This design comes from an exercise in tuning for small area, a short achievable clock period and few clock cycles on the open sky130 flow, not from production work.
The RTL was checked by simulation tests, not by an equivalence proof against the original design.

==> flow/design.v <==
module rc6_core (
    input  wire         clk,
    input  wire         rst,       
    input  wire         start,
    input  wire [1:0]   op,        
    input  wire [1:0]   klen,      
    input  wire [255:0] key,       
    input  wire [127:0] din,       
    output wire         ready,
    output reg          done,
    output reg          err,
    output reg  [127:0] dout       
);
    localparam [31:0] P32 = 32'hB7E15163;
    localparam [31:0] Q32 = 32'h9E3779B9;
    localparam OP_KEY = 2'd0, OP_ENC = 2'd1, OP_DEC = 2'd2, OP_CLR = 2'd3;
    function [31:0] rotl(input [31:0] x, input [4:0] n);
        reg [31:0] y;
        begin
            y = x;
            if (n[0]) y = {y[30:0], y[31]};
            if (n[1]) y = {y[29:0], y[31:30]};
            if (n[2]) y = {y[27:0], y[31:28]};
            if (n[3]) y = {y[23:0], y[31:24]};
            if (n[4]) y = {y[15:0], y[31:16]};
            rotl = y;
        end
    endfunction
    function [31:0] rotr(input [31:0] x, input [4:0] n);
        reg [31:0] y;
        begin
            y = x;
            if (n[0]) y = {y[0],    y[31:1]};
            if (n[1]) y = {y[1:0],  y[31:2]};
            if (n[2]) y = {y[3:0],  y[31:4]};
            if (n[3]) y = {y[7:0],  y[31:8]};
            if (n[4]) y = {y[15:0], y[31:16]};
            rotr = y;
        end
    endfunction
    function [31:0] f2x2x(input [31:0] x);
        reg [449:0] t;
        reg [31:0] r0, r1;
        begin
            t[0] = x[25] ^ x[12];
            t[1] = x[25] & x[12];
            t[2] = x[26] ^ (x[0] & x[24]);
            t[3] = x[26] & (x[0] & x[24]);
            t[4] = x[27] ^ x[13] ^ (x[0] & x[25]);
            t[5] = (x[27] & x[13]) | (x[27] & (x[0] & x[25])) | (x[13] & (x[0] & x[25]));
            t[6] = (x[1] & x[24]) ^ (x[2] & x[23]);
            t[7] = (x[1] & x[24]) & (x[2] & x[23]);
            t[8] = x[28] ^ (x[0] & x[26]) ^ (x[1] & x[25]);
            t[9] = (x[28] & (x[0] & x[26])) | (x[28] & (x[1] & x[25])) | ((x[0] & x[26]) & (x[1] & x[25]));
            t[10] = (x[2] & x[24]) ^ (x[3] & x[23]);
            t[11] = (x[2] & x[24]) & (x[3] & x[23]);
            t[12] = x[29] ^ x[14] ^ (x[0] & x[27]);
            t[13] = (x[29] & x[14]) | (x[29] & (x[0] & x[27])) | (x[14] & (x[0] & x[27]));
            t[14] = (x[1] & x[26]) ^ (x[2] & x[25]) ^ (x[3] & x[24]);
            t[15] = ((x[1] & x[26]) & (x[2] & x[25])) | ((x[1] & x[26]) & (x[3] & x[24])) | ((x[2] & x[25]) & (x[3] & x[24]));
            t[16] = (x[4] & x[23]) ^ (x[5] & x[22]);
            t[17] = (x[4] & x[23]) & (x[5] & x[22]);
            t[18] = x[30] ^ (x[0] & x[28]) ^ (x[1] & x[27]);
            t[19] = (x[30] & (x[0] & x[28])) | (x[30] & (x[1] & x[27])) | ((x[0] & x[28]) & (x[1] & x[27]));
            t[20] = (x[2] & x[26]) ^ (x[3] & x[25]) ^ (x[4] & x[24]);
            t[21] = ((x[2] & x[26]) & (x[3] & x[25])) | ((x[2] & x[26]) & (x[4] & x[24])) | ((x[3] & x[25]) & (x[4] & x[24]));
            t[22] = (x[5] & x[23]) ^ (x[6] & x[22]);
            t[23] = (x[5] & x[23]) & (x[6] & x[22]);
            t[24] = x[31] ^ x[15] ^ (x[0] & x[29]);
            t[25] = (x[31] & x[15]) | (x[31] & (x[0] & x[29])) | (x[15] & (x[0] & x[29]));
            t[26] = (x[1] & x[28]) ^ (x[2] & x[27]) ^ (x[3] & x[26]);
            t[27] = ((x[1] & x[28]) & (x[2] & x[27])) | ((x[1] & x[28]) & (x[3] & x[26])) | ((x[2] & x[27]) & (x[3] & x[26]));
            t[28] = (x[4] & x[25]) ^ (x[5] & x[24]) ^ (x[6] & x[23]);
            t[29] = ((x[4] & x[25]) & (x[5] & x[24])) | ((x[4] & x[25]) & (x[6] & x[23])) | ((x[5] & x[24]) & (x[6] & x[23]));
            t[30] = (x[7] & x[22]) ^ (x[8] & x[21]);
            t[31] = (x[7] & x[22]) & (x[8] & x[21]);
            t[32] = x[17] ^ x[8];
            t[33] = x[17] & x[8];
            t[34] = x[18] ^ (x[0] & x[16]);
            t[35] = x[18] & (x[0] & x[16]);
            t[36] = x[19] ^ x[9] ^ (x[0] & x[17]);
            t[37] = (x[19] & x[9]) | (x[19] & (x[0] & x[17])) | (x[9] & (x[0] & x[17]));
            t[38] = (x[1] & x[16]) ^ (x[2] & x[15]);
            t[39] = (x[1] & x[16]) & (x[2] & x[15]);
            t[40] = x[20] ^ (x[0] & x[18]) ^ (x[1] & x[17]);
            t[41] = (x[20] & (x[0] & x[18])) | (x[20] & (x[1] & x[17])) | ((x[0] & x[18]) & (x[1] & x[17]));
            t[42] = (x[2] & x[16]) ^ (x[3] & x[15]);
            t[43] = (x[2] & x[16]) & (x[3] & x[15]);
            t[44] = x[21] ^ x[10] ^ (x[0] & x[19]);
            t[45] = (x[21] & x[10]) | (x[21] & (x[0] & x[19])) | (x[10] & (x[0] & x[19]));
            t[46] = (x[1] & x[18]) ^ (x[2] & x[17]) ^ (x[3] & x[16]);
            t[47] = ((x[1] & x[18]) & (x[2] & x[17])) | ((x[1] & x[18]) & (x[3] & x[16])) | ((x[2] & x[17]) & (x[3] & x[16]));
            t[48] = (x[4] & x[15]) ^ (x[5] & x[14]);
            t[49] = (x[4] & x[15]) & (x[5] & x[14]);
            t[50] = x[22] ^ (x[0] & x[20]) ^ (x[1] & x[19]);
            t[51] = (x[22] & (x[0] & x[20])) | (x[22] & (x[1] & x[19])) | ((x[0] & x[20]) & (x[1] & x[19]));
            t[52] = (x[2] & x[18]) ^ (x[3] & x[17]) ^ (x[4] & x[16]);
            t[53] = ((x[2] & x[18]) & (x[3] & x[17])) | ((x[2] & x[18]) & (x[4] & x[16])) | ((x[3] & x[17]) & (x[4] & x[16]));
            t[54] = (x[5] & x[15]) ^ (x[6] & x[14]);
            t[55] = (x[5] & x[15]) & (x[6] & x[14]);
            t[56] = x[23] ^ x[11] ^ (x[0] & x[21]);
            t[57] = (x[23] & x[11]) | (x[23] & (x[0] & x[21])) | (x[11] & (x[0] & x[21]));
            t[58] = (x[1] & x[20]) ^ (x[2] & x[19]) ^ (x[3] & x[18]);
            t[59] = ((x[1] & x[20]) & (x[2] & x[19])) | ((x[1] & x[20]) & (x[3] & x[18])) | ((x[2] & x[19]) & (x[3] & x[18]));
            t[60] = (x[4] & x[17]) ^ (x[5] & x[16]) ^ (x[6] & x[15]);
            t[61] = ((x[4] & x[17]) & (x[5] & x[16])) | ((x[4] & x[17]) & (x[6] & x[15])) | ((x[5] & x[16]) & (x[6] & x[15]));
            t[62] = (x[7] & x[14]) ^ (x[8] & x[13]);
            t[63] = (x[7] & x[14]) & (x[8] & x[13]);
            t[64] = x[24] ^ (x[0] & x[22]) ^ (x[1] & x[21]);
            t[65] = (x[24] & (x[0] & x[22])) | (x[24] & (x[1] & x[21])) | ((x[0] & x[22]) & (x[1] & x[21]));
            t[66] = (x[2] & x[20]) ^ (x[3] & x[19]) ^ (x[4] & x[18]);
            t[67] = ((x[2] & x[20]) & (x[3] & x[19])) | ((x[2] & x[20]) & (x[4] & x[18])) | ((x[3] & x[19]) & (x[4] & x[18]));
            t[68] = (x[5] & x[17]) ^ (x[6] & x[16]) ^ (x[7] & x[15]);
            t[69] = ((x[5] & x[17]) & (x[6] & x[16])) | ((x[5] & x[17]) & (x[7] & x[15])) | ((x[6] & x[16]) & (x[7] & x[15]));
            t[70] = (x[8] & x[14]) ^ (x[9] & x[13]);
            t[71] = (x[8] & x[14]) & (x[9] & x[13]);
            t[72] = (x[0] & x[23]) ^ (x[1] & x[22]) ^ (x[2] & x[21]);
            t[73] = ((x[0] & x[23]) & (x[1] & x[22])) | ((x[0] & x[23]) & (x[2] & x[21])) | ((x[1] & x[22]) & (x[2] & x[21]));
            t[74] = (x[3] & x[20]) ^ (x[4] & x[19]) ^ (x[5] & x[18]);
            t[75] = ((x[3] & x[20]) & (x[4] & x[19])) | ((x[3] & x[20]) & (x[5] & x[18])) | ((x[4] & x[19]) & (x[5] & x[18]));
            t[76] = (x[6] & x[17]) ^ (x[7] & x[16]) ^ (x[8] & x[15]);
            t[77] = ((x[6] & x[17]) & (x[7] & x[16])) | ((x[6] & x[17]) & (x[8] & x[15])) | ((x[7] & x[16]) & (x[8] & x[15]));
            t[78] = (x[9] & x[14]) ^ (x[10] & x[13]) ^ (x[11] & x[12]);
            t[79] = ((x[9] & x[14]) & (x[10] & x[13])) | ((x[9] & x[14]) & (x[11] & x[12])) | ((x[10] & x[13]) & (x[11] & x[12]));
            t[80] = (x[1] & x[23]) ^ (x[2] & x[22]) ^ (x[3] & x[21]);
            t[81] = ((x[1] & x[23]) & (x[2] & x[22])) | ((x[1] & x[23]) & (x[3] & x[21])) | ((x[2] & x[22]) & (x[3] & x[21]));
            t[82] = (x[4] & x[20]) ^ (x[5] & x[19]) ^ (x[6] & x[18]);
            t[83] = ((x[4] & x[20]) & (x[5] & x[19])) | ((x[4] & x[20]) & (x[6] & x[18])) | ((x[5] & x[19]) & (x[6] & x[18]));
            t[84] = (x[7] & x[17]) ^ (x[8] & x[16]) ^ (x[9] & x[15]);
            t[85] = ((x[7] & x[17]) & (x[8] & x[16])) | ((x[7] & x[17]) & (x[9] & x[15])) | ((x[8] & x[16]) & (x[9] & x[15]));
            t[86] = (x[10] & x[14]) ^ (x[11] & x[13]) ^ t[2];
            t[87] = ((x[10] & x[14]) & (x[11] & x[13])) | ((x[10] & x[14]) & t[2]) | ((x[11] & x[13]) & t[2]);
            t[88] = (x[3] & x[22]) ^ (x[4] & x[21]) ^ (x[5] & x[20]);
            t[89] = ((x[3] & x[22]) & (x[4] & x[21])) | ((x[3] & x[22]) & (x[5] & x[20])) | ((x[4] & x[21]) & (x[5] & x[20]));
            t[90] = (x[6] & x[19]) ^ (x[7] & x[18]) ^ (x[8] & x[17]);
            t[91] = ((x[6] & x[19]) & (x[7] & x[18])) | ((x[6] & x[19]) & (x[8] & x[17])) | ((x[7] & x[18]) & (x[8] & x[17]));
            t[92] = (x[9] & x[16]) ^ (x[10] & x[15]) ^ (x[11] & x[14]);
            t[93] = ((x[9] & x[16]) & (x[10] & x[15])) | ((x[9] & x[16]) & (x[11] & x[14])) | ((x[10] & x[15]) & (x[11] & x[14]));
            t[94] = (x[12] & x[13]) ^ t[4] ^ t[6];
            t[95] = ((x[12] & x[13]) & t[4]) | ((x[12] & x[13]) & t[6]) | (t[4] & t[6]);
            t[96] = (x[4] & x[22]) ^ (x[5] & x[21]) ^ (x[6] & x[20]);
            t[97] = ((x[4] & x[22]) & (x[5] & x[21])) | ((x[4] & x[22]) & (x[6] & x[20])) | ((x[5] & x[21]) & (x[6] & x[20]));
            t[98] = (x[7] & x[19]) ^ (x[8] & x[18]) ^ (x[9] & x[17]);
            t[99] = ((x[7] & x[19]) & (x[8] & x[18])) | ((x[7] & x[19]) & (x[9] & x[17])) | ((x[8] & x[18]) & (x[9] & x[17]));
            t[100] = (x[10] & x[16]) ^ (x[11] & x[15]) ^ (x[12] & x[14]);
            t[101] = ((x[10] & x[16]) & (x[11] & x[15])) | ((x[10] & x[16]) & (x[12] & x[14])) | ((x[11] & x[15]) & (x[12] & x[14]));
            t[102] = t[8] ^ t[10] ^ t[5];
            t[103] = (t[8] & t[10]) | (t[8] & t[5]) | (t[10] & t[5]);
            t[104] = (x[6] & x[21]) ^ (x[7] & x[20]) ^ (x[8] & x[19]);
            t[105] = ((x[6] & x[21]) & (x[7] & x[20])) | ((x[6] & x[21]) & (x[8] & x[19])) | ((x[7] & x[20]) & (x[8] & x[19]));
            t[106] = (x[9] & x[18]) ^ (x[10] & x[17]) ^ (x[11] & x[16]);
            t[107] = ((x[9] & x[18]) & (x[10] & x[17])) | ((x[9] & x[18]) & (x[11] & x[16])) | ((x[10] & x[17]) & (x[11] & x[16]));
            t[108] = (x[12] & x[15]) ^ (x[13] & x[14]) ^ t[12];
            t[109] = ((x[12] & x[15]) & (x[13] & x[14])) | ((x[12] & x[15]) & t[12]) | ((x[13] & x[14]) & t[12]);
            t[110] = t[14] ^ t[16] ^ t[9];
            t[111] = (t[14] & t[16]) | (t[14] & t[9]) | (t[16] & t[9]);
            t[112] = (x[7] & x[21]) ^ (x[8] & x[20]) ^ (x[9] & x[19]);
            t[113] = ((x[7] & x[21]) & (x[8] & x[20])) | ((x[7] & x[21]) & (x[9] & x[19])) | ((x[8] & x[20]) & (x[9] & x[19]));
            t[114] = (x[10] & x[18]) ^ (x[11] & x[17]) ^ (x[12] & x[16]);
            t[115] = ((x[10] & x[18]) & (x[11] & x[17])) | ((x[10] & x[18]) & (x[12] & x[16])) | ((x[11] & x[17]) & (x[12] & x[16]));
            t[116] = (x[13] & x[15]) ^ t[18] ^ t[20];
            t[117] = ((x[13] & x[15]) & t[18]) | ((x[13] & x[15]) & t[20]) | (t[18] & t[20]);
            t[118] = t[22] ^ t[13] ^ t[15];
            t[119] = (t[22] & t[13]) | (t[22] & t[15]) | (t[13] & t[15]);
            t[120] = (x[9] & x[20]) ^ (x[10] & x[19]) ^ (x[11] & x[18]);
            t[121] = ((x[9] & x[20]) & (x[10] & x[19])) | ((x[9] & x[20]) & (x[11] & x[18])) | ((x[10] & x[19]) & (x[11] & x[18]));
            t[122] = (x[12] & x[17]) ^ (x[13] & x[16]) ^ (x[14] & x[15]);
            t[123] = ((x[12] & x[17]) & (x[13] & x[16])) | ((x[12] & x[17]) & (x[14] & x[15])) | ((x[13] & x[16]) & (x[14] & x[15]));
            t[124] = t[24] ^ t[26] ^ t[28];
            t[125] = (t[24] & t[26]) | (t[24] & t[28]) | (t[26] & t[28]);
            t[126] = t[30] ^ t[19] ^ t[21];
            t[127] = (t[30] & t[19]) | (t[30] & t[21]) | (t[19] & t[21]);
            t[128] = x[11] ^ x[5];
            t[129] = x[11] & x[5];
            t[130] = x[12] ^ (x[0] & x[10]);
            t[131] = x[12] & (x[0] & x[10]);
            t[132] = x[13] ^ x[6] ^ (x[0] & x[11]);
            t[133] = (x[13] & x[6]) | (x[13] & (x[0] & x[11])) | (x[6] & (x[0] & x[11]));
            t[134] = (x[1] & x[10]) ^ (x[2] & x[9]);
            t[135] = (x[1] & x[10]) & (x[2] & x[9]);
            t[136] = x[14] ^ (x[0] & x[12]) ^ (x[1] & x[11]);
            t[137] = (x[14] & (x[0] & x[12])) | (x[14] & (x[1] & x[11])) | ((x[0] & x[12]) & (x[1] & x[11]));
            t[138] = (x[2] & x[10]) ^ (x[3] & x[9]);
            t[139] = (x[2] & x[10]) & (x[3] & x[9]);
            t[140] = x[15] ^ x[7] ^ (x[0] & x[13]);
            t[141] = (x[15] & x[7]) | (x[15] & (x[0] & x[13])) | (x[7] & (x[0] & x[13]));
            t[142] = (x[1] & x[12]) ^ (x[2] & x[11]) ^ (x[3] & x[10]);
            t[143] = ((x[1] & x[12]) & (x[2] & x[11])) | ((x[1] & x[12]) & (x[3] & x[10])) | ((x[2] & x[11]) & (x[3] & x[10]));
            t[144] = (x[4] & x[9]) ^ (x[5] & x[8]);
            t[145] = (x[4] & x[9]) & (x[5] & x[8]);
            t[146] = x[16] ^ (x[0] & x[14]) ^ (x[1] & x[13]);
            t[147] = (x[16] & (x[0] & x[14])) | (x[16] & (x[1] & x[13])) | ((x[0] & x[14]) & (x[1] & x[13]));
            t[148] = (x[2] & x[12]) ^ (x[3] & x[11]) ^ (x[4] & x[10]);
            t[149] = ((x[2] & x[12]) & (x[3] & x[11])) | ((x[2] & x[12]) & (x[4] & x[10])) | ((x[3] & x[11]) & (x[4] & x[10]));
            t[150] = (x[5] & x[9]) ^ (x[6] & x[8]);
            t[151] = (x[5] & x[9]) & (x[6] & x[8]);
            t[152] = (x[0] & x[15]) ^ (x[1] & x[14]) ^ (x[2] & x[13]);
            t[153] = ((x[0] & x[15]) & (x[1] & x[14])) | ((x[0] & x[15]) & (x[2] & x[13])) | ((x[1] & x[14]) & (x[2] & x[13]));
            t[154] = (x[3] & x[12]) ^ (x[4] & x[11]) ^ (x[5] & x[10]);
            t[155] = ((x[3] & x[12]) & (x[4] & x[11])) | ((x[3] & x[12]) & (x[5] & x[10])) | ((x[4] & x[11]) & (x[5] & x[10]));
            t[156] = (x[6] & x[9]) ^ (x[7] & x[8]) ^ t[32];
            t[157] = ((x[6] & x[9]) & (x[7] & x[8])) | ((x[6] & x[9]) & t[32]) | ((x[7] & x[8]) & t[32]);
            t[158] = (x[1] & x[15]) ^ (x[2] & x[14]) ^ (x[3] & x[13]);
            t[159] = ((x[1] & x[15]) & (x[2] & x[14])) | ((x[1] & x[15]) & (x[3] & x[13])) | ((x[2] & x[14]) & (x[3] & x[13]));
            t[160] = (x[4] & x[12]) ^ (x[5] & x[11]) ^ (x[6] & x[10]);
            t[161] = ((x[4] & x[12]) & (x[5] & x[11])) | ((x[4] & x[12]) & (x[6] & x[10])) | ((x[5] & x[11]) & (x[6] & x[10]));
            t[162] = (x[7] & x[9]) ^ t[34] ^ t[33];
            t[163] = ((x[7] & x[9]) & t[34]) | ((x[7] & x[9]) & t[33]) | (t[34] & t[33]);
            t[164] = (x[3] & x[14]) ^ (x[4] & x[13]) ^ (x[5] & x[12]);
            t[165] = ((x[3] & x[14]) & (x[4] & x[13])) | ((x[3] & x[14]) & (x[5] & x[12])) | ((x[4] & x[13]) & (x[5] & x[12]));
            t[166] = (x[6] & x[11]) ^ (x[7] & x[10]) ^ (x[8] & x[9]);
            t[167] = ((x[6] & x[11]) & (x[7] & x[10])) | ((x[6] & x[11]) & (x[8] & x[9])) | ((x[7] & x[10]) & (x[8] & x[9]));
            t[168] = t[36] ^ t[38] ^ t[35];
            t[169] = (t[36] & t[38]) | (t[36] & t[35]) | (t[38] & t[35]);
            t[170] = (x[4] & x[14]) ^ (x[5] & x[13]) ^ (x[6] & x[12]);
            t[171] = ((x[4] & x[14]) & (x[5] & x[13])) | ((x[4] & x[14]) & (x[6] & x[12])) | ((x[5] & x[13]) & (x[6] & x[12]));
            t[172] = (x[7] & x[11]) ^ (x[8] & x[10]) ^ t[40];
            t[173] = ((x[7] & x[11]) & (x[8] & x[10])) | ((x[7] & x[11]) & t[40]) | ((x[8] & x[10]) & t[40]);
            t[174] = t[42] ^ t[37] ^ t[39];
            t[175] = (t[42] & t[37]) | (t[42] & t[39]) | (t[37] & t[39]);
            t[176] = (x[6] & x[13]) ^ (x[7] & x[12]) ^ (x[8] & x[11]);
            t[177] = ((x[6] & x[13]) & (x[7] & x[12])) | ((x[6] & x[13]) & (x[8] & x[11])) | ((x[7] & x[12]) & (x[8] & x[11]));
            t[178] = (x[9] & x[10]) ^ t[44] ^ t[46];
            t[179] = ((x[9] & x[10]) & t[44]) | ((x[9] & x[10]) & t[46]) | (t[44] & t[46]);
            t[180] = t[48] ^ t[41] ^ t[43];
            t[181] = (t[48] & t[41]) | (t[48] & t[43]) | (t[41] & t[43]);
            t[182] = (x[7] & x[13]) ^ (x[8] & x[12]) ^ (x[9] & x[11]);
            t[183] = ((x[7] & x[13]) & (x[8] & x[12])) | ((x[7] & x[13]) & (x[9] & x[11])) | ((x[8] & x[12]) & (x[9] & x[11]));
            t[184] = t[50] ^ t[52] ^ t[54];
            t[185] = (t[50] & t[52]) | (t[50] & t[54]) | (t[52] & t[54]);
            t[186] = t[45] ^ t[47] ^ t[49];
            t[187] = (t[45] & t[47]) | (t[45] & t[49]) | (t[47] & t[49]);
            t[188] = (x[9] & x[12]) ^ (x[10] & x[11]) ^ t[56];
            t[189] = ((x[9] & x[12]) & (x[10] & x[11])) | ((x[9] & x[12]) & t[56]) | ((x[10] & x[11]) & t[56]);
            t[190] = t[58] ^ t[60] ^ t[62];
            t[191] = (t[58] & t[60]) | (t[58] & t[62]) | (t[60] & t[62]);
            t[192] = t[51] ^ t[53] ^ t[55];
            t[193] = (t[51] & t[53]) | (t[51] & t[55]) | (t[53] & t[55]);
            t[194] = (x[10] & x[12]) ^ t[64] ^ t[66];
            t[195] = ((x[10] & x[12]) & t[64]) | ((x[10] & x[12]) & t[66]) | (t[64] & t[66]);
            t[196] = t[68] ^ t[70] ^ t[57];
            t[197] = (t[68] & t[70]) | (t[68] & t[57]) | (t[70] & t[57]);
            t[198] = t[59] ^ t[61] ^ t[63];
            t[199] = (t[59] & t[61]) | (t[59] & t[63]) | (t[61] & t[63]);
            t[200] = t[0] ^ t[72] ^ t[74];
            t[201] = (t[0] & t[72]) | (t[0] & t[74]) | (t[72] & t[74]);
            t[202] = t[76] ^ t[78] ^ t[65];
            t[203] = (t[76] & t[78]) | (t[76] & t[65]) | (t[78] & t[65]);
            t[204] = t[67] ^ t[69] ^ t[71];
            t[205] = (t[67] & t[69]) | (t[67] & t[71]) | (t[69] & t[71]);
            t[206] = t[1] ^ t[80] ^ t[82];
            t[207] = (t[1] & t[80]) | (t[1] & t[82]) | (t[80] & t[82]);
            t[208] = t[84] ^ t[86] ^ t[73];
            t[209] = (t[84] & t[86]) | (t[84] & t[73]) | (t[86] & t[73]);
            t[210] = t[75] ^ t[77] ^ t[79];
            t[211] = (t[75] & t[77]) | (t[75] & t[79]) | (t[77] & t[79]);
            t[212] = t[3] ^ t[88] ^ t[90];
            t[213] = (t[3] & t[88]) | (t[3] & t[90]) | (t[88] & t[90]);
            t[214] = t[92] ^ t[94] ^ t[81];
            t[215] = (t[92] & t[94]) | (t[92] & t[81]) | (t[94] & t[81]);
            t[216] = t[83] ^ t[85] ^ t[87];
            t[217] = (t[83] & t[85]) | (t[83] & t[87]) | (t[85] & t[87]);
            t[218] = t[7] ^ t[96] ^ t[98];
            t[219] = (t[7] & t[96]) | (t[7] & t[98]) | (t[96] & t[98]);
            t[220] = t[100] ^ t[102] ^ t[89];
            t[221] = (t[100] & t[102]) | (t[100] & t[89]) | (t[102] & t[89]);
            t[222] = t[91] ^ t[93] ^ t[95];
            t[223] = (t[91] & t[93]) | (t[91] & t[95]) | (t[93] & t[95]);
            t[224] = t[11] ^ t[104] ^ t[106];
            t[225] = (t[11] & t[104]) | (t[11] & t[106]) | (t[104] & t[106]);
            t[226] = t[108] ^ t[110] ^ t[97];
            t[227] = (t[108] & t[110]) | (t[108] & t[97]) | (t[110] & t[97]);
            t[228] = t[99] ^ t[101] ^ t[103];
            t[229] = (t[99] & t[101]) | (t[99] & t[103]) | (t[101] & t[103]);
            t[230] = t[17] ^ t[112] ^ t[114];
            t[231] = (t[17] & t[112]) | (t[17] & t[114]) | (t[112] & t[114]);
            t[232] = t[116] ^ t[118] ^ t[105];
            t[233] = (t[116] & t[118]) | (t[116] & t[105]) | (t[118] & t[105]);
            t[234] = t[107] ^ t[109] ^ t[111];
            t[235] = (t[107] & t[109]) | (t[107] & t[111]) | (t[109] & t[111]);
            t[236] = t[23] ^ t[120] ^ t[122];
            t[237] = (t[23] & t[120]) | (t[23] & t[122]) | (t[120] & t[122]);
            t[238] = t[124] ^ t[126] ^ t[113];
            t[239] = (t[124] & t[126]) | (t[124] & t[113]) | (t[126] & t[113]);
            t[240] = t[115] ^ t[117] ^ t[119];
            t[241] = (t[115] & t[117]) | (t[115] & t[119]) | (t[117] & t[119]);
            t[242] = x[7] ^ x[3];
            t[243] = x[7] & x[3];
            t[244] = x[8] ^ (x[0] & x[6]);
            t[245] = x[8] & (x[0] & x[6]);
            t[246] = x[9] ^ x[4] ^ (x[0] & x[7]);
            t[247] = (x[9] & x[4]) | (x[9] & (x[0] & x[7])) | (x[4] & (x[0] & x[7]));
            t[248] = (x[1] & x[6]) ^ (x[2] & x[5]);
            t[249] = (x[1] & x[6]) & (x[2] & x[5]);
            t[250] = x[10] ^ (x[0] & x[8]) ^ (x[1] & x[7]);
            t[251] = (x[10] & (x[0] & x[8])) | (x[10] & (x[1] & x[7])) | ((x[0] & x[8]) & (x[1] & x[7]));
            t[252] = (x[2] & x[6]) ^ (x[3] & x[5]);
            t[253] = (x[2] & x[6]) & (x[3] & x[5]);
            t[254] = (x[0] & x[9]) ^ (x[1] & x[8]) ^ (x[2] & x[7]);
            t[255] = ((x[0] & x[9]) & (x[1] & x[8])) | ((x[0] & x[9]) & (x[2] & x[7])) | ((x[1] & x[8]) & (x[2] & x[7]));
            t[256] = (x[3] & x[6]) ^ (x[4] & x[5]) ^ t[128];
            t[257] = ((x[3] & x[6]) & (x[4] & x[5])) | ((x[3] & x[6]) & t[128]) | ((x[4] & x[5]) & t[128]);
            t[258] = (x[1] & x[9]) ^ (x[2] & x[8]) ^ (x[3] & x[7]);
            t[259] = ((x[1] & x[9]) & (x[2] & x[8])) | ((x[1] & x[9]) & (x[3] & x[7])) | ((x[2] & x[8]) & (x[3] & x[7]));
            t[260] = (x[4] & x[6]) ^ t[130] ^ t[129];
            t[261] = ((x[4] & x[6]) & t[130]) | ((x[4] & x[6]) & t[129]) | (t[130] & t[129]);
            t[262] = (x[3] & x[8]) ^ (x[4] & x[7]) ^ (x[5] & x[6]);
            t[263] = ((x[3] & x[8]) & (x[4] & x[7])) | ((x[3] & x[8]) & (x[5] & x[6])) | ((x[4] & x[7]) & (x[5] & x[6]));
            t[264] = t[132] ^ t[134] ^ t[131];
            t[265] = (t[132] & t[134]) | (t[132] & t[131]) | (t[134] & t[131]);
            t[266] = (x[4] & x[8]) ^ (x[5] & x[7]) ^ t[136];
            t[267] = ((x[4] & x[8]) & (x[5] & x[7])) | ((x[4] & x[8]) & t[136]) | ((x[5] & x[7]) & t[136]);
            t[268] = t[138] ^ t[133] ^ t[135];
            t[269] = (t[138] & t[133]) | (t[138] & t[135]) | (t[133] & t[135]);
            t[270] = (x[6] & x[7]) ^ t[140] ^ t[142];
            t[271] = ((x[6] & x[7]) & t[140]) | ((x[6] & x[7]) & t[142]) | (t[140] & t[142]);
            t[272] = t[144] ^ t[137] ^ t[139];
            t[273] = (t[144] & t[137]) | (t[144] & t[139]) | (t[137] & t[139]);
            t[274] = t[146] ^ t[148] ^ t[150];
            t[275] = (t[146] & t[148]) | (t[146] & t[150]) | (t[148] & t[150]);
            t[276] = t[141] ^ t[143] ^ t[145];
            t[277] = (t[141] & t[143]) | (t[141] & t[145]) | (t[143] & t[145]);
            t[278] = t[152] ^ t[154] ^ t[156];
            t[279] = (t[152] & t[154]) | (t[152] & t[156]) | (t[154] & t[156]);
            t[280] = t[147] ^ t[149] ^ t[151];
            t[281] = (t[147] & t[149]) | (t[147] & t[151]) | (t[149] & t[151]);
            t[282] = t[158] ^ t[160] ^ t[162];
            t[283] = (t[158] & t[160]) | (t[158] & t[162]) | (t[160] & t[162]);
            t[284] = t[153] ^ t[155] ^ t[157];
            t[285] = (t[153] & t[155]) | (t[153] & t[157]) | (t[155] & t[157]);
            t[286] = t[164] ^ t[166] ^ t[168];
            t[287] = (t[164] & t[166]) | (t[164] & t[168]) | (t[166] & t[168]);
            t[288] = t[159] ^ t[161] ^ t[163];
            t[289] = (t[159] & t[161]) | (t[159] & t[163]) | (t[161] & t[163]);
            t[290] = t[170] ^ t[172] ^ t[174];
            t[291] = (t[170] & t[172]) | (t[170] & t[174]) | (t[172] & t[174]);
            t[292] = t[165] ^ t[167] ^ t[169];
            t[293] = (t[165] & t[167]) | (t[165] & t[169]) | (t[167] & t[169]);
            t[294] = t[176] ^ t[178] ^ t[180];
            t[295] = (t[176] & t[178]) | (t[176] & t[180]) | (t[178] & t[180]);
            t[296] = t[171] ^ t[173] ^ t[175];
            t[297] = (t[171] & t[173]) | (t[171] & t[175]) | (t[173] & t[175]);
            t[298] = t[182] ^ t[184] ^ t[186];
            t[299] = (t[182] & t[184]) | (t[182] & t[186]) | (t[184] & t[186]);
            t[300] = t[177] ^ t[179] ^ t[181];
            t[301] = (t[177] & t[179]) | (t[177] & t[181]) | (t[179] & t[181]);
            t[302] = t[188] ^ t[190] ^ t[192];
            t[303] = (t[188] & t[190]) | (t[188] & t[192]) | (t[190] & t[192]);
            t[304] = t[183] ^ t[185] ^ t[187];
            t[305] = (t[183] & t[185]) | (t[183] & t[187]) | (t[185] & t[187]);
            t[306] = t[194] ^ t[196] ^ t[198];
            t[307] = (t[194] & t[196]) | (t[194] & t[198]) | (t[196] & t[198]);
            t[308] = t[189] ^ t[191] ^ t[193];
            t[309] = (t[189] & t[191]) | (t[189] & t[193]) | (t[191] & t[193]);
            t[310] = t[200] ^ t[202] ^ t[204];
            t[311] = (t[200] & t[202]) | (t[200] & t[204]) | (t[202] & t[204]);
            t[312] = t[195] ^ t[197] ^ t[199];
            t[313] = (t[195] & t[197]) | (t[195] & t[199]) | (t[197] & t[199]);
            t[314] = t[206] ^ t[208] ^ t[210];
            t[315] = (t[206] & t[208]) | (t[206] & t[210]) | (t[208] & t[210]);
            t[316] = t[201] ^ t[203] ^ t[205];
            t[317] = (t[201] & t[203]) | (t[201] & t[205]) | (t[203] & t[205]);
            t[318] = t[212] ^ t[214] ^ t[216];
            t[319] = (t[212] & t[214]) | (t[212] & t[216]) | (t[214] & t[216]);
            t[320] = t[207] ^ t[209] ^ t[211];
            t[321] = (t[207] & t[209]) | (t[207] & t[211]) | (t[209] & t[211]);
            t[322] = t[218] ^ t[220] ^ t[222];
            t[323] = (t[218] & t[220]) | (t[218] & t[222]) | (t[220] & t[222]);
            t[324] = t[213] ^ t[215] ^ t[217];
            t[325] = (t[213] & t[215]) | (t[213] & t[217]) | (t[215] & t[217]);
            t[326] = t[224] ^ t[226] ^ t[228];
            t[327] = (t[224] & t[226]) | (t[224] & t[228]) | (t[226] & t[228]);
            t[328] = t[219] ^ t[221] ^ t[223];
            t[329] = (t[219] & t[221]) | (t[219] & t[223]) | (t[221] & t[223]);
            t[330] = t[230] ^ t[232] ^ t[234];
            t[331] = (t[230] & t[232]) | (t[230] & t[234]) | (t[232] & t[234]);
            t[332] = t[225] ^ t[227] ^ t[229];
            t[333] = (t[225] & t[227]) | (t[225] & t[229]) | (t[227] & t[229]);
            t[334] = t[236] ^ t[238] ^ t[240];
            t[335] = (t[236] & t[238]) | (t[236] & t[240]) | (t[238] & t[240]);
            t[336] = t[231] ^ t[233] ^ t[235];
            t[337] = (t[231] & t[233]) | (t[231] & t[235]) | (t[233] & t[235]);
            t[338] = x[5] ^ x[2];
            t[339] = x[5] & x[2];
            t[340] = x[6] ^ (x[0] & x[4]);
            t[341] = x[6] & (x[0] & x[4]);
            t[342] = (x[0] & x[5]) ^ (x[1] & x[4]) ^ (x[2] & x[3]);
            t[343] = ((x[0] & x[5]) & (x[1] & x[4])) | ((x[0] & x[5]) & (x[2] & x[3])) | ((x[1] & x[4]) & (x[2] & x[3]));
            t[344] = (x[1] & x[5]) ^ (x[2] & x[4]) ^ t[244];
            t[345] = ((x[1] & x[5]) & (x[2] & x[4])) | ((x[1] & x[5]) & t[244]) | ((x[2] & x[4]) & t[244]);
            t[346] = (x[3] & x[4]) ^ t[246] ^ t[248];
            t[347] = ((x[3] & x[4]) & t[246]) | ((x[3] & x[4]) & t[248]) | (t[246] & t[248]);
            t[348] = t[250] ^ t[252] ^ t[247];
            t[349] = (t[250] & t[252]) | (t[250] & t[247]) | (t[252] & t[247]);
            t[350] = t[254] ^ t[256] ^ t[251];
            t[351] = (t[254] & t[256]) | (t[254] & t[251]) | (t[256] & t[251]);
            t[352] = t[258] ^ t[260] ^ t[255];
            t[353] = (t[258] & t[260]) | (t[258] & t[255]) | (t[260] & t[255]);
            t[354] = t[262] ^ t[264] ^ t[259];
            t[355] = (t[262] & t[264]) | (t[262] & t[259]) | (t[264] & t[259]);
            t[356] = t[266] ^ t[268] ^ t[263];
            t[357] = (t[266] & t[268]) | (t[266] & t[263]) | (t[268] & t[263]);
            t[358] = t[270] ^ t[272] ^ t[267];
            t[359] = (t[270] & t[272]) | (t[270] & t[267]) | (t[272] & t[267]);
            t[360] = t[274] ^ t[276] ^ t[271];
            t[361] = (t[274] & t[276]) | (t[274] & t[271]) | (t[276] & t[271]);
            t[362] = t[278] ^ t[280] ^ t[275];
            t[363] = (t[278] & t[280]) | (t[278] & t[275]) | (t[280] & t[275]);
            t[364] = t[282] ^ t[284] ^ t[279];
            t[365] = (t[282] & t[284]) | (t[282] & t[279]) | (t[284] & t[279]);
            t[366] = t[286] ^ t[288] ^ t[283];
            t[367] = (t[286] & t[288]) | (t[286] & t[283]) | (t[288] & t[283]);
            t[368] = t[290] ^ t[292] ^ t[287];
            t[369] = (t[290] & t[292]) | (t[290] & t[287]) | (t[292] & t[287]);
            t[370] = t[294] ^ t[296] ^ t[291];
            t[371] = (t[294] & t[296]) | (t[294] & t[291]) | (t[296] & t[291]);
            t[372] = t[298] ^ t[300] ^ t[295];
            t[373] = (t[298] & t[300]) | (t[298] & t[295]) | (t[300] & t[295]);
            t[374] = t[302] ^ t[304] ^ t[299];
            t[375] = (t[302] & t[304]) | (t[302] & t[299]) | (t[304] & t[299]);
            t[376] = t[306] ^ t[308] ^ t[303];
            t[377] = (t[306] & t[308]) | (t[306] & t[303]) | (t[308] & t[303]);
            t[378] = t[310] ^ t[312] ^ t[307];
            t[379] = (t[310] & t[312]) | (t[310] & t[307]) | (t[312] & t[307]);
            t[380] = t[314] ^ t[316] ^ t[311];
            t[381] = (t[314] & t[316]) | (t[314] & t[311]) | (t[316] & t[311]);
            t[382] = t[318] ^ t[320] ^ t[315];
            t[383] = (t[318] & t[320]) | (t[318] & t[315]) | (t[320] & t[315]);
            t[384] = t[322] ^ t[324] ^ t[319];
            t[385] = (t[322] & t[324]) | (t[322] & t[319]) | (t[324] & t[319]);
            t[386] = t[326] ^ t[328] ^ t[323];
            t[387] = (t[326] & t[328]) | (t[326] & t[323]) | (t[328] & t[323]);
            t[388] = t[330] ^ t[332] ^ t[327];
            t[389] = (t[330] & t[332]) | (t[330] & t[327]) | (t[332] & t[327]);
            t[390] = t[334] ^ t[336] ^ t[331];
            t[391] = (t[334] & t[336]) | (t[334] & t[331]) | (t[336] & t[331]);
            t[392] = x[3] ^ x[1];
            t[393] = x[3] & x[1];
            t[394] = x[4] ^ (x[0] & x[2]);
            t[395] = x[4] & (x[0] & x[2]);
            t[396] = (x[0] & x[3]) ^ (x[1] & x[2]) ^ t[338];
            t[397] = ((x[0] & x[3]) & (x[1] & x[2])) | ((x[0] & x[3]) & t[338]) | ((x[1] & x[2]) & t[338]);
            t[398] = (x[1] & x[3]) ^ t[340] ^ t[339];
            t[399] = ((x[1] & x[3]) & t[340]) | ((x[1] & x[3]) & t[339]) | (t[340] & t[339]);
            t[400] = t[242] ^ t[342] ^ t[341];
            t[401] = (t[242] & t[342]) | (t[242] & t[341]) | (t[342] & t[341]);
            t[402] = t[243] ^ t[344] ^ t[343];
            t[403] = (t[243] & t[344]) | (t[243] & t[343]) | (t[344] & t[343]);
            t[404] = t[245] ^ t[346] ^ t[345];
            t[405] = (t[245] & t[346]) | (t[245] & t[345]) | (t[346] & t[345]);
            t[406] = t[249] ^ t[348] ^ t[347];
            t[407] = (t[249] & t[348]) | (t[249] & t[347]) | (t[348] & t[347]);
            t[408] = t[253] ^ t[350] ^ t[349];
            t[409] = (t[253] & t[350]) | (t[253] & t[349]) | (t[350] & t[349]);
            t[410] = t[257] ^ t[352] ^ t[351];
            t[411] = (t[257] & t[352]) | (t[257] & t[351]) | (t[352] & t[351]);
            t[412] = t[261] ^ t[354] ^ t[353];
            t[413] = (t[261] & t[354]) | (t[261] & t[353]) | (t[354] & t[353]);
            t[414] = t[265] ^ t[356] ^ t[355];
            t[415] = (t[265] & t[356]) | (t[265] & t[355]) | (t[356] & t[355]);
            t[416] = t[269] ^ t[358] ^ t[357];
            t[417] = (t[269] & t[358]) | (t[269] & t[357]) | (t[358] & t[357]);
            t[418] = t[273] ^ t[360] ^ t[359];
            t[419] = (t[273] & t[360]) | (t[273] & t[359]) | (t[360] & t[359]);
            t[420] = t[277] ^ t[362] ^ t[361];
            t[421] = (t[277] & t[362]) | (t[277] & t[361]) | (t[362] & t[361]);
            t[422] = t[281] ^ t[364] ^ t[363];
            t[423] = (t[281] & t[364]) | (t[281] & t[363]) | (t[364] & t[363]);
            t[424] = t[285] ^ t[366] ^ t[365];
            t[425] = (t[285] & t[366]) | (t[285] & t[365]) | (t[366] & t[365]);
            t[426] = t[289] ^ t[368] ^ t[367];
            t[427] = (t[289] & t[368]) | (t[289] & t[367]) | (t[368] & t[367]);
            t[428] = t[293] ^ t[370] ^ t[369];
            t[429] = (t[293] & t[370]) | (t[293] & t[369]) | (t[370] & t[369]);
            t[430] = t[297] ^ t[372] ^ t[371];
            t[431] = (t[297] & t[372]) | (t[297] & t[371]) | (t[372] & t[371]);
            t[432] = t[301] ^ t[374] ^ t[373];
            t[433] = (t[301] & t[374]) | (t[301] & t[373]) | (t[374] & t[373]);
            t[434] = t[305] ^ t[376] ^ t[375];
            t[435] = (t[305] & t[376]) | (t[305] & t[375]) | (t[376] & t[375]);
            t[436] = t[309] ^ t[378] ^ t[377];
            t[437] = (t[309] & t[378]) | (t[309] & t[377]) | (t[378] & t[377]);
            t[438] = t[313] ^ t[380] ^ t[379];
            t[439] = (t[313] & t[380]) | (t[313] & t[379]) | (t[380] & t[379]);
            t[440] = t[317] ^ t[382] ^ t[381];
            t[441] = (t[317] & t[382]) | (t[317] & t[381]) | (t[382] & t[381]);
            t[442] = t[321] ^ t[384] ^ t[383];
            t[443] = (t[321] & t[384]) | (t[321] & t[383]) | (t[384] & t[383]);
            t[444] = t[325] ^ t[386] ^ t[385];
            t[445] = (t[325] & t[386]) | (t[325] & t[385]) | (t[386] & t[385]);
            t[446] = t[329] ^ t[388] ^ t[387];
            t[447] = (t[329] & t[388]) | (t[329] & t[387]) | (t[388] & t[387]);
            t[448] = t[333] ^ t[390] ^ t[389];
            t[449] = (t[333] & t[390]) | (t[333] & t[389]) | (t[390] & t[389]);
            r0[0] = x[0];
            r1[0] = 1'b0;
            r0[1] = x[1];
            r1[1] = x[0];
            r0[2] = x[2];
            r1[2] = 1'b0;
            r0[3] = (x[0] & x[1]);
            r1[3] = t[392];
            r0[4] = t[394];
            r1[4] = t[393];
            r0[5] = t[396];
            r1[5] = t[395];
            r0[6] = t[398];
            r1[6] = t[397];
            r0[7] = t[400];
            r1[7] = t[399];
            r0[8] = t[402];
            r1[8] = t[401];
            r0[9] = t[404];
            r1[9] = t[403];
            r0[10] = t[406];
            r1[10] = t[405];
            r0[11] = t[408];
            r1[11] = t[407];
            r0[12] = t[410];
            r1[12] = t[409];
            r0[13] = t[412];
            r1[13] = t[411];
            r0[14] = t[414];
            r1[14] = t[413];
            r0[15] = t[416];
            r1[15] = t[415];
            r0[16] = t[418];
            r1[16] = t[417];
            r0[17] = t[420];
            r1[17] = t[419];
            r0[18] = t[422];
            r1[18] = t[421];
            r0[19] = t[424];
            r1[19] = t[423];
            r0[20] = t[426];
            r1[20] = t[425];
            r0[21] = t[428];
            r1[21] = t[427];
            r0[22] = t[430];
            r1[22] = t[429];
            r0[23] = t[432];
            r1[23] = t[431];
            r0[24] = t[434];
            r1[24] = t[433];
            r0[25] = t[436];
            r1[25] = t[435];
            r0[26] = t[438];
            r1[26] = t[437];
            r0[27] = t[440];
            r1[27] = t[439];
            r0[28] = t[442];
            r1[28] = t[441];
            r0[29] = t[444];
            r1[29] = t[443];
            r0[30] = t[446];
            r1[30] = t[445];
            r0[31] = t[448];
            r1[31] = t[447];
            f2x2x = r0 + r1;
        end
    endfunction
    function [31:0] ffun(input [31:0] x);
        reg [31:0] p;
        begin
            p    = f2x2x(x);
            ffun = {p[26:0], p[31:27]};
        end
    endfunction
    function [31:0] bkadd(input [31:0] a, input [31:0] b, input ci);
        reg [31:0] g, p, c;
        integer i, d;
        begin
            g = a & b;
            p = a ^ b;
            g[0] = g[0] | (p[0] & ci);
            for (d = 1; d < 32; d = d * 2)
                for (i = 2 * d - 1; i < 32; i = i + 2 * d) begin
                    g[i] = g[i] | (p[i] & g[i-d]);
                    p[i] = p[i] & p[i-d];
                end
            for (d = 8; d >= 1; d = d / 2)
                for (i = 3 * d - 1; i < 32; i = i + 2 * d) begin
                    g[i] = g[i] | (p[i] & g[i-d]);
                    p[i] = p[i] & p[i-d];
                end
            c = {g[30:0], ci};
            bkadd = a ^ b ^ c;
        end
    endfunction
    function [63:0] kstep(input [31:0] sa, input [31:0] l, input [31:0] b);
        reg [31:0] x, t, ti, an, z, us, uc, ts, tc;
        reg [3:0]  lo;
        reg [4:0]  y;
        begin
            x  = sa + b;
            us = l ^ b ^ (sa << 3);
            uc = ((l & b) | (l & (sa << 3)) | (b & (sa << 3))) << 1;
            ts = us ^ uc ^ (b << 3);
            tc = ((us & uc) | (us & (b << 3)) | (uc & (b << 3))) << 1;
            t  = ts + tc;
            ti = ts + tc + 32'd8;
            lo = {1'b0, t[2:0]} + {1'b0, x[31:29]};
            z  = {lo[3] ? ti[31:3] : t[31:3], lo[2:0]};
            an = {x[28:0], x[31:29]};
            y  = an[4:0] + b[4:0];
            kstep = {rotl(z, y), an};
        end
    endfunction
    reg          key_valid;
    reg          kbusy;         
    reg  [7:0]   km;            
    reg  [5:0]   ph;            
    reg          pend;          
    reg          pend_key;      
    reg          pend_err;
    reg          ready_r;
    reg  [63:0]  x0;            
    reg  [63:0]  x21;           
    reg  [1279:0] ring;         
    reg  [255:0] lw;            
    reg  [1:0]   lsz;           
    reg  [31:0]  ra, rb, rc, rd;
    reg          rv, renc, rtyp;
    reg  [4:0]   rj;            
    reg  [3:0]   rdn;           
    reg  [31:0]  pa, pb, pc, pd, pm1, pm2;
    reg          pv, penc, ptyp;
    reg  [4:0]   pj;
    reg  [3:0]   pdn;
    reg  [63:0]  sp;            
    reg          sv, senc;
    reg          rl;            
    reg          al;            
    wire [63:0] kx  = kstep(ra, lw[31:0], rb);
    wire [31:0] ka  = kx[31:0];
    wire [31:0] kb  = kx[63:32];
    wire [31:0] s_n = (km < 8'd43) ? bkadd(x0[31:0], Q32, 1'b0) : x0[63:32];    
    wire        key_end = kbusy && (km == 8'd131);
    wire [31:0] m1 = ffun(rb);
    wire [31:0] m2 = ffun(rd);
    wire [9:0] dn_hot = 10'd1 << rdn;
    wire [21:0] wsel = {renc & rtyp, renc & !rtyp,
                        {10{!renc & rtyp}} & dn_hot, {10{!renc & !rtyp}} & dn_hot};
    reg  [63:0] snext;
    integer wi;
    always @(*) begin
        snext = 64'd0;
        for (wi = 0; wi < 10; wi = wi + 1) begin
            snext = snext | ({64{wsel[wi]}}      & {ring[32*(4*wi+1) +: 32], ring[32*(4*wi) +: 32]});
            snext = snext | ({64{wsel[10+wi]}}   & {ring[32*(4*wi) +: 32], ring[32*((4*wi+39)%40) +: 32]});
        end
        snext = snext | ({64{wsel[20]}} & {ring[32*39 +: 32], ring[32*38 +: 32]});
        snext = snext | ({64{wsel[21]}} & {ring[32*38 +: 32], ring[32*37 +: 32]});
    end
    wire [31:0] v_d = pa - sp[63:32];
    wire [31:0] v_b = pc - sp[31:0];
    wire [31:0] q_d = rotl(penc ? pa ^ pm1 : {v_d[30:0], v_d[31]}, penc ? pm2[4:0] : ~pm1[4:0]);
    wire [31:0] q_b = rotl(penc ? pc ^ pm2 : {v_b[30:0], v_b[31]}, penc ? pm1[4:0] : ~pm2[4:0]);
    wire [31:0] e_d = q_d + sp[31:0];
    wire [31:0] e_b = q_b + sp[63:32];
    wire [31:0] d_b = q_b ^ pm1;
    wire [31:0] d_d = q_d ^ pm2;
    wire        plast = pv && (pj == 5'd20);
    wire [31:0] w1 = pb + (penc ? x21[31:0]  : ~x0[31:0])  + {31'd0, !penc};
    wire [31:0] w2 = pd + (penc ? x21[63:32] : ~x0[63:32]) + {31'd0, !penc};
    wire [31:0] i_a = senc ? lw[31:0]  : lw[63:32];
    wire [31:0] i_b = bkadd(senc ? lw[63:32]  : lw[31:0],  senc ? x0[31:0]  : ~x21[31:0],  !senc);
    wire [31:0] i_c = senc ? lw[95:64] : lw[127:96];
    wire [31:0] i_d = bkadd(senc ? lw[127:96] : lw[95:64], senc ? x0[63:32] : ~x21[63:32], !senc);
    assign ready = ready_r;
    wire acc     = start && ready_r;
    wire acc_blk = acc && (op == OP_ENC || op == OP_DEC) && key_valid;
    wire acc_oth = acc && !acc_blk;
    wire acc_key = acc && (op == OP_KEY) && (klen != 2'd3);
    wire empty   = !rv && !pv && !sv;
    wire go      = pend && empty;
    wire go_key  = go && pend_key;
    wire go_imm  = go && !pend_key;
    wire pend_n  = !rst && (acc_oth || (pend && !go));
    wire kbusy_n = !rst && (go_key || (kbusy && !key_end));
    wire kv_n    = !rst && (key_end || (key_valid && !(acc && (op == OP_CLR || acc_key))));
    wire rv_n    = !rst && (sv || (pv && !plast));
    wire rl_n    = !sv && (pj == 5'd19);
    wire al_n    = rst || kbusy || (ph == 6'd39) || (ph == 6'd0);
    wire ready_n = !pend_n && !kbusy_n && (!rv_n || rl_n) && (!kv_n || al_n);
    always @(posedge clk) begin
        done <= !rst && (plast || go_imm || key_end);
        err  <= !plast && go_imm && pend_err;
        dout <= penc ? {e_d, w2, e_b, w1} : {w2, d_d, w1, d_b};
        pend      <= pend_n;
        kbusy     <= kbusy_n;
        key_valid <= kv_n;
        ready_r   <= ready_n;
        al        <= al_n;
        if (!pend) begin
            pend_key <= (op == OP_KEY) && (klen != 2'd3);
            pend_err <= (op != OP_CLR) && !((op == OP_KEY) && (klen != 2'd3));
        end
        sv   <= !rst && acc_blk;
        senc <= (op == OP_ENC);
        if (kbusy) begin
            lw[223:0]   <= lw[255:32];
            lw[127:96]  <= (lsz == 2'd0) ? kb : lw[159:128];
            lw[191:160] <= (lsz == 2'd1) ? kb : lw[223:192];
            lw[255:224] <= kb;
        end else if (!pend) begin
            lw[255:128] <= key[255:128];
            lw[127:0]   <= (op == OP_KEY) ? key[127:0] : din;
            lsz         <= klen;
        end
        if (rst || kbusy)
            ph <= 6'd0;
        else
            ph <= (ph == 6'd39) ? 6'd0 : ph + 6'd1;
        if (go_key)
            km <= 8'd0;
        else
            km <= km + 8'd1;
        if (go_key)
            x0[31:0] <= P32;
        else if (kbusy)
            x0[31:0] <= s_n;
        if (kbusy) begin
            x0[63:32]  <= ring[31:0];
            ring       <= {x21[31:0], ring[1279:32]};
            x21        <= {ka, x21[63:32]};
        end else begin
            ring <= {ring[31:0], ring[1279:32]};
        end
        pa  <= ra;
        pb  <= rb;
        pc  <= rc;
        pd  <= rd;
        pm1 <= m1;
        pm2 <= m2;
        sp  <= snext;
        pv   <= !rst && rv;
        penc <= renc;
        ptyp <= rtyp;
        pj   <= rj;
        pdn  <= rdn;
        rv <= rv_n;
        rl <= rl_n;
        if (sv) begin
            ra   <= i_a;
            rb   <= i_b;
            renc <= senc;
            rtyp <= ph[1];
            rj   <= 5'd1;
            rdn  <= 4'd9;
        end else if (go_key) begin
            ra <= P32;
            rb <= 32'd0;
        end else if (kbusy) begin
            ra <= s_n + ka;
            rb <= kb;
        end else begin
            ra   <= pb;
            rb   <= penc ? e_b : d_b;
            renc <= penc;
            rtyp <= ptyp;
            rj   <= pj + 5'd1;
            rdn  <= (pdn == 4'd0) ? 4'd9 : pdn - 4'd1;
        end
        rc <= sv ? i_c : pd;
        rd <= sv ? i_d : (penc ? e_d : d_d);
    end
endmodule
==> flow/flow/run.sh <==
#!/bin/bash
# Standard layout, with ORFS's timing repair asked to reach a larger setup
# margin than the clock needs, so the resizer works on the real critical paths.
set -euo pipefail
MARGIN=$(cat flow/margin.txt)
bash standard.sh synth > synth.log 2>&1
bash standard.sh SETUP_SLACK_MARGIN=$MARGIN finish > layout.log 2>&1
==> flow/flow/margin.txt <==
12
==> flow/standard.sh <==
#!/bin/bash
# synth_recipe.tcl (not shown) runs the flow's synth.tcl, then flattens the netlist and writes it again
# the make line also repeats each setting of config.mk as NAME=value (left out here)
make -C /OpenROAD-flow-scripts/flow DESIGN_CONFIG=/design/flow/config.mk WORK_HOME=/design/flow/orfs CLKGATE_MAP_FILE= SYNTH_SCRIPT=/design/flow/synth_recipe.tcl "${@:-finish}"
==> flow/config.mk <==
export PLATFORM = sky130hd
export DESIGN_NAME = rc6_core
export DESIGN_NICKNAME = rc6_core
export VERILOG_FILES = /design/flow/design.v
export SDC_FILE = /design/flow/constraint.sdc
export NUM_CORES = 4
export LEC_CHECK = 0
export ABC_AREA = 1
export CAP_MARGIN = 20
export CORE_MARGIN = 2
export CORE_UTILIZATION = 30
export PLACE_DENSITY = 0.5
export SLEW_MARGIN = 20
==> flow/constraint.sdc <==
create_clock -name core_clock -period 18.0 [get_ports {clk}]
set_input_delay 3.6000 -clock core_clock [delete_from_list [all_inputs] [get_ports {clk}]]
set_output_delay 3.6000 -clock core_clock [all_outputs]
set_load 0.01 [all_outputs]
==> run_results.csv, run 1 <==
group,metric,value,unit
global_route,antenna_found_initial,71,
cts,cts_sinks,2224,
yosys,ys_async_sr_fraction,0,
yosys,ys_ff_latch,2224,
critical_path,start_kind,"register",
floorplanning,coreArea,379000,um2
route,wirelength,574000,um
yosys,synthCells,14100,
floorplanning,row_count,226,
route,drt_iter0_markers,11700,
route,avgRoutedWirePerCell,28.9,um
place,place.detailed.hpwl,457000,um
cts,clk_latency,0.97,ns
cts,cts_tree,"yes",
yosys,synth_top_area_cell,"dfxtp_1",
yosys,ys.flop_type,"dfxtp_1",
sta,setup_ws,12.13,ns
yosys,yosysUniqueCellTypes,68,
critical_path,crit_fanout,6,
floorplanning,start_util,0.302,
global_route,grt_usage,0.287,
sta,clock.fmax,0.170,GHz
floorplanning,dieArea,386000,um2
cts,clockRootBuffer,"clkbuf_16",
cts,path_clk_slew,0.07,ns
route,vias,104000,
critical_path,crit_top_cell,"nand2_1",
sta,tns,0,ns
cts,htree_levels,4,
yosys,yosys.cell_count.top_type,"nand2_1",
hold_path,holdPathStages,0,
route,drt_pass1_iterations,8,
cts,cts_buffer_depth,4,
sta,setup_viol,0,
yosys,synth-seq-area-share,0.420,
sta,slew_headroom,0.0577,
yosys,synth_common_cells,"3492 x nand2_1, 1866 x dfxtp_1, 1786 x inv_1",
floorplanning,die_w,622,um
route,via_per_inst,5.22,
sta,period_share,0.326,
yosys,synth_area_leaders,"dfxtp_1 33%, nand2_1 11%, edfxtp_1 9.4%",
sta,finalCriticalPeriod,5.87,ns
finish,fill_cells,39400,
critical_path,slowest_delay,0.79,ns
sta,finClkSkew,0.126,ns
finish,areaGrowthSynthToFinish,20.6,%
sta,worst_pin_slew,1.41,ns
yosys,avgSynthCellArea,8.10,um2
yosys,synth_top_area_frac,0.327,
finish,nNetsFinal,16000,
place,dp_slack,10.47,ns
cts,cts_hold_buf,0,
critical_path,crit_slowest_cell,"a21oi_2",
sta,drv_slew,0,
global_route,grt_max_degree,171,
status,status,"complete, no violations",
floorplanning,fp.dieH,622,um
finish,drive_above_1_share,0.102,
place,place_area,126000,um2
sta,rsz0062_at_grt,"true",
finish,regArea,48300,um2
global_route,first_global_vias,98300,
place,port_buffers,521,
yosys,syn_nets,15500,
yosys,ys_warn_count,1,
place,gp_congestion,1.03,
yosys,synth_edf_count,358,
floorplanning,io_pins,522,
critical_path,reg2reg_depth,30,
route,drc_errors,0,
critical_path,r2r_slack,12.13,ns
critical_path,crit_type,"reg2reg",
cts,cts_buffers,240,
finish,design_area,138000,um2
global_route,grt_pass1_wl,785000,um
critical_path,required,18.80,ns
yosys,synth_area,114000,um2
critical_path,crit_path_end_kind,"register",
route,ant_nets,0,
global_route,overflow,0,
finish,multi_input_area,60500,um2
flow_run,cap_violations,0,
critical_path,arrival,6.68,ns
hold_path,hold_class,"reg2reg",
sta,hold_viol_final,0,
==> cells by family (layout without fill, tap and decap cells) <==
family,Yosys count,in the layout,synth area share
compound gates,2390,2390,0.124
xor+xnor,322,322,0.0247
fa+ha+maj,960,960,0.136
buf+inv,2379,3074,0.0784
flops,2224,2224,0.420
mux,11,11,0.000962
other cells,0,56,0
simple gates,5832,5832,0.216
==> path summary, 6_finish.rpt <==
check                    startpoint                 to
setup / recovery     pc[12]$_DFF_P_     rb[13]$_DFF_P_
hold / removal    ring[979]$_DFF_P_  ring[947]$_DFF_P_
setup reg to reg     pc[12]$_DFF_P_     rb[13]$_DFF_P_
hold reg to reg   ring[979]$_DFF_P_  ring[947]$_DFF_P_
==> state kept, by name, indices dropped and copies added (netlist names), 32 cells and up <==
| signal | cells |
|---|---|
| dout | 128 |
| lw | 256 |
| pa | 32 |
| pc | 32 |
| pm1 | 32 |
| pm2 | 32 |
| ra | 32 |
| rb | 32 |
| rc | 32 |
| rd | 32 |
| ring | 1280 |
| sp | 64 |
| x0 | 64 |
| x21 | 64 |
==> critical path, delay by kind of cell, from the launching register on <==
| kind | cells | cell delay, ns |
|---|---|---|
| AO/OA/AOI/OAI | 9 | 2.22 |
| AND/OR/NAND/NOR | 16 | 1.88 |
| adder cells (fa/ha/maj) | 2 | 0.70 |
| flip-flops | 1 | 0.62 |
| buffers and inverters | 3 | 0.34 |
==> routing by layer <==
metal / vias to the layer above / routed length (um) / global-route usage
li1: 47300 / - / -
met1: 51400 / 243000 / 0.378
met2: 4234 / 252000 / 0.447
met3: 956 / 39300 / 0.0416
met4: 16 / 40000 / 0.167
met5: - / 122 / 0
==> cell type report <==
class	instances	share of cell area
Clock inverter	116	0.00948
Multi-Input combinational cell	9515	0.439
Timing Repair inverter	5	0.000236
Clock buffer	335	0.0499
Antenna cell	56	0.00102
Sequential cell	2224	0.350
Tap cell	5016	0.0455
Timing Repair Buffer	800	0.0553
Inverter	1818	0.0499
==> cell usage in the layout, fill, tap and decap left out, types with 60 or more instances in the layout <==
cell type and count:
or2_2 102, a21oi_1 650, o211ai_1 64, o21ai_0 782, nand3_2 239, o22ai_1 60, nand4_1 154, edfxtp_1 358
dfxtp_1 1795, nor2_1 685, xnor2_1 157, a221oi_1 139, ha_1 458, nand2_2 79, xor2_1 154, clkdlybuf4s50_1 521
a22oi_1 91, nand3_1 907, o21ai_1 90, fa_1 462, clkbuf_16 248, inv_1 1771, buf_4 240, nand2_1 3427
==> per-stage QoR <==
step                      hold WS [ns]  instances   util
after floorplan                  0.310      14100      -
after CTS                        0.264      19800  0.356
final                            0.278      19900  0.364
after global routing             0.290      19800  0.363
after detailed placement         0.312      19300  0.331
after global placement           0.310      19300  0.331
==> what timing repair did <==
item,4_1_cts,5_1_grt
pin swaps,35,109
resized for setup,240,551
endpoints found under the hold margin,0,0
setup endpoints to repair,226,209
buffers inserted,16,72
gates cloned,4,3
Testbench counts, summed over its fixed seeds: cycles 18,632.
==> run 2: changes to the inputs <==
==> flow/flow/run.sh (replaced) <==
#!/bin/bash
# The standard layout, with three changes to how it is made:
#  - ORFS's timing repair aims at a setup margin well beyond what the clock
#    needs (flow/margin.txt), so the resizer works on the real critical paths;
#  - ports are buffered with the smallest buffer instead of a delay cell;
#  - the clock tree uses clkbuf_8 and no dummy loads.
# Synthesis is the standard one, unchanged. Each step's full output goes to
# its own log here; ORFS keeps per-step logs under orfs/logs.
set -euo pipefail
MARGIN=$(cat flow/margin.txt)
bash standard.sh synth > synth.log 2>&1
bash standard.sh SETUP_SLACK_MARGIN=$MARGIN \
  "BUFFER_PORTS_ARGS=-buffer_cell sky130_fd_sc_hd__buf_1" \
  "CTS_ARGS=-sink_clustering_enable -repair_clock_nets -dont_use_dummy_load -buf_list sky130_fd_sc_hd__clkbuf_8" \
  finish > layout.log 2>&1
--- a/flow/config.mk
+++ b/flow/config.mk
@@ -10,4 +10,4 @@
 export CORE_MARGIN = 2
-export CORE_UTILIZATION = 30
-export PLACE_DENSITY = 0.5
+export CORE_UTILIZATION = 50
+export PLACE_DENSITY = 0.65
 export SLEW_MARGIN = 20
==> run_results.csv, run 2 <==
group,metric,value,unit
status,status,"complete, no violations",
floorplanning,coreArea,227000,um2
route,wirelength,530000,um
sta,finClkSkew,0.237,ns
yosys,synth_area_leaders,"dfxtp_1 33%, nand2_1 11%, edfxtp_1 9.4%",
sta,drv_slew,0,
finish,fill_cells,21200,
finish,final_cell_mix,"3412 x nand2_1, 1796 x dfxtp_1, 1769 x inv_1",
hold_path,hold_class,"reg2reg",
yosys,synth_edf_count,358,
finish,final_util,0.567,
sta,slew_headroom,0.116,
floorplanning,dieArea,233000,um2
route,drc_errors,0,
floorplanning,fp.dieH,482,um
critical_path,r2r_slack,12.06,ns
flow_run,cap_violations,0,
route,vias,106000,
floorplanning,die_w,482,um
sta,hold_viol_final,0,
yosys,synth-seq-area-share,0.420,
cts,cts_buffer_depth,4,
place,port_buffers,521,
yosys,ys_ff_latch,2224,
sta,clock.fmax,0.168,GHz
finish,final_common_cell,"nand2_1",
critical_path,crit_type,"reg2reg",
critical_path,arrival,6.75,ns
yosys,ys_async_sr_fraction,0,
finish,nNetsFinal,16100,
critical_path,crit_path_end_kind,"register",
yosys,yosys.cell_count.top_type,"nand2_1",
yosys,avgSynthCellArea,8.10,um2
finish,regMostFlops,"ring",
route,ant_nets,0,
floorplanning,row_count,175,
yosys,synth_common_cells,"3492 x nand2_1, 1866 x dfxtp_1, 1786 x inv_1",
cts,cts_buffers,364,
sta,rsz0062_at_grt,"true",
finish,drive_above_1_share,0.100,
route,via_per_inst,5.96,
hold_path,hold_path_end,"ring[1077]$_DFF_P_",
finish,areaGrowthSynthToFinish,12.8,%
sta,setup_viol,0,
hold_path,min-delay-start,"ring[1109]$_DFF_P_",
yosys,ys.flop_type,"dfxtp_1",
global_route,grt_pass1_wl,721000,um
critical_path,crit_fanout,35,
critical_path,required,18.81,ns
place,place.detailed.hpwl,418000,um
route,avgRoutedWirePerCell,29.9,um
cts,cts_tree,"yes",
sta,period_share,0.330,
sta,tns,0,ns
cts,path_clk_slew,0.06,ns
floorplanning,start_util,0.503,
cts,clockRootBuffer,"clkbuf_8",
sta,finalCriticalPeriod,5.94,ns
critical_path,r2r-start,"rb[2]$_DFF_P_",
global_route,grt_usage,0.441,
finish,largestRegisters,"ring: 1280 flops, lw: 256 flops, dout: 128 flops",
global_route,grt_max_degree,182,
cts,cts_sinks,2224,
sta,worst_pin_slew,1.33,ns
hold_path,holdPathStages,0,
global_route,first_global_vias,95900,
cts,cts_hold_buf,0,
critical_path,start_kind,"register",
yosys,yosysUniqueCellTypes,68,
yosys,synthCells,14100,
global_route,overflow,0,
yosys,synth_top_area_cell,"dfxtp_1",
route,drt_iter0_markers,13700,
cts,htree_levels,5,
yosys,ys_warn_count,1,
cts,clk_latency,1.19,ns
yosys,synth_area,114000,um2
yosys,synth_top_area_frac,0.327,
global_route,antenna_found_initial,73,
floorplanning,io_pins,522,
place,gp_congestion,1.08,
route,drt_pass1_iterations,7,
finish,largest_reg_flops,1280,
critical_path,r2r_end,"lw[103]$_DFFE_PP_",
critical_path,reg2reg_depth,27,
yosys,syn_nets,15500,
run 2: cell counts after synthesis:
No cell type changed its count.
run 2: area by class of cell:
class | count | area [um2] | share of cell area
antenna | 62 | 155 | 0.00120
clock buffer | 364 | 5010 | 0.0388
inverter | 1818 | 6890 | 0.0534
multi-input combinational | 9515 | 60800 | 0.471
sequential | 2224 | 48300 | 0.374
tap | 3009 | 3760 | 0.0292
timing repair buffer | 772 | 4200 | 0.0325
timing repair inverter | 4 | 25.0 | 0.000194
run 2: metal layers:
metal | global-route usage | part of all wire
met4 | 0.280 | 0.076
met5 | 0.0198 | 0.0015
met2 | 0.629 | 0.41
met3 | 0.125 | 0.12
met1 | 0.584 | 0.40
run 2: logic make-up after synthesis:
family,count (synthesis),share of synthesized area
muxes,11,0.000962
AOI/OAI and AO/OA,2390,0.124
adders and majority gates,960,0.136
DFF,2224,0.420
buffers and inverters,2379,0.0784
xor gates and xnor gates,322,0.0247
and+or+nand+nor,5832,0.216
run 2: metrics by stage:
step	hold WS, ns	worst slack [ns]	cells	instance area [um2]
CTS	0.221	11.96	17600	126000
finish	0.240	12.06	17800	129000
global placement	0.309	10.53	17200	120000
detailed placement	0.312	10.41	17200	120000
global route	0.242	11.80	17700	129000
floorplan	0.310	12.20	14100	114000
run 2: what timing repair did:
item,CTS,global route
buffers inserted,26,61
resized for setup,351,488
cloned,4,5
endpoints found under the setup margin,218,202
pin swaps,39,144
run 2: worst max path at each step:
stage / start / to / slack (ns) / cells after the start
after floorplan: kbusy$_DFF_P_ / lw[0]$_DFFE_PP_ / 12.20 / 6
final: rb[2]$_DFF_P_ / lw[103]$_DFFE_PP_ / 12.06 / 27
after global routing: rb[0]$_DFF_P_ / lw[109]$_DFFE_PP_ / 11.80 / 42
after global placement: rb[0]$_DFF_P_ / lw[228]$_DFFE_PP_ / 10.53 / 38
after detailed placement: rb[0]$_DFF_P_ / lw[120]$_DFFE_PP_ / 10.41 / 36
after CTS: rb[12]$_DFF_P_ / lw[120]$_DFFE_PP_ / 11.96 / 21
run 2: critical path, stage by stage (launching register included):
cell      delay (ns)
dfxtp_2         0.44
buf_12          0.21
ha_4            0.24
a21oi_1         0.18
o211ai_1        0.14
nand3_1         0.12
nand2_2         0.07
nand3_1         0.08
nand2_2         0.10
buf_4           0.15
nand4_1         0.10
o311ai_2        0.17
a21oi_1         0.27
xor2_2          0.38
ha_1            0.28
inv_1           0.07
fa_1            0.54
buf_8           0.27
clkinv_4        0.22
buf_4           0.28
o21ai_1         0.34
o21ai_0         0.18
inv_1           0.11
nand2_1         0.14
nand3_4         0.16
nand3_4         0.15
nand2_2         0.14
o21ai_1         0.08

[static timing again, ports no longer ideal]
The flow's constraints put no driver on any port. The routed layouts listed below were extracted and timed again, unchanged, in two steps. Step 1 assumes that a clkbuf_16 drives the clock port and a buf_2 every other input. Step 2 adds t to the input delays and takes it off the output delays; t is the mean of the earliest and latest rising clock arrival at the registers after step 1. Input paths then give back, and output paths get back, about the clock's delay inside the block. a / b / c = no drivers / after step 1 / after step 2; a / b = the first two.
run | shift t [ns] | setup WS [ns] | worst setup path at the end
run 1 | 1.015 | 12.125 / 12.125 / 11.200 | input to register
run 2 | 1.169 | 12.061 / 12.061 / 11.148 | input to register
After both steps every run listed still meets setup and hold. For run 1, which loses most, drivers alone change the setup slack by 0.000 ns; drivers and shift together by -0.925 ns.
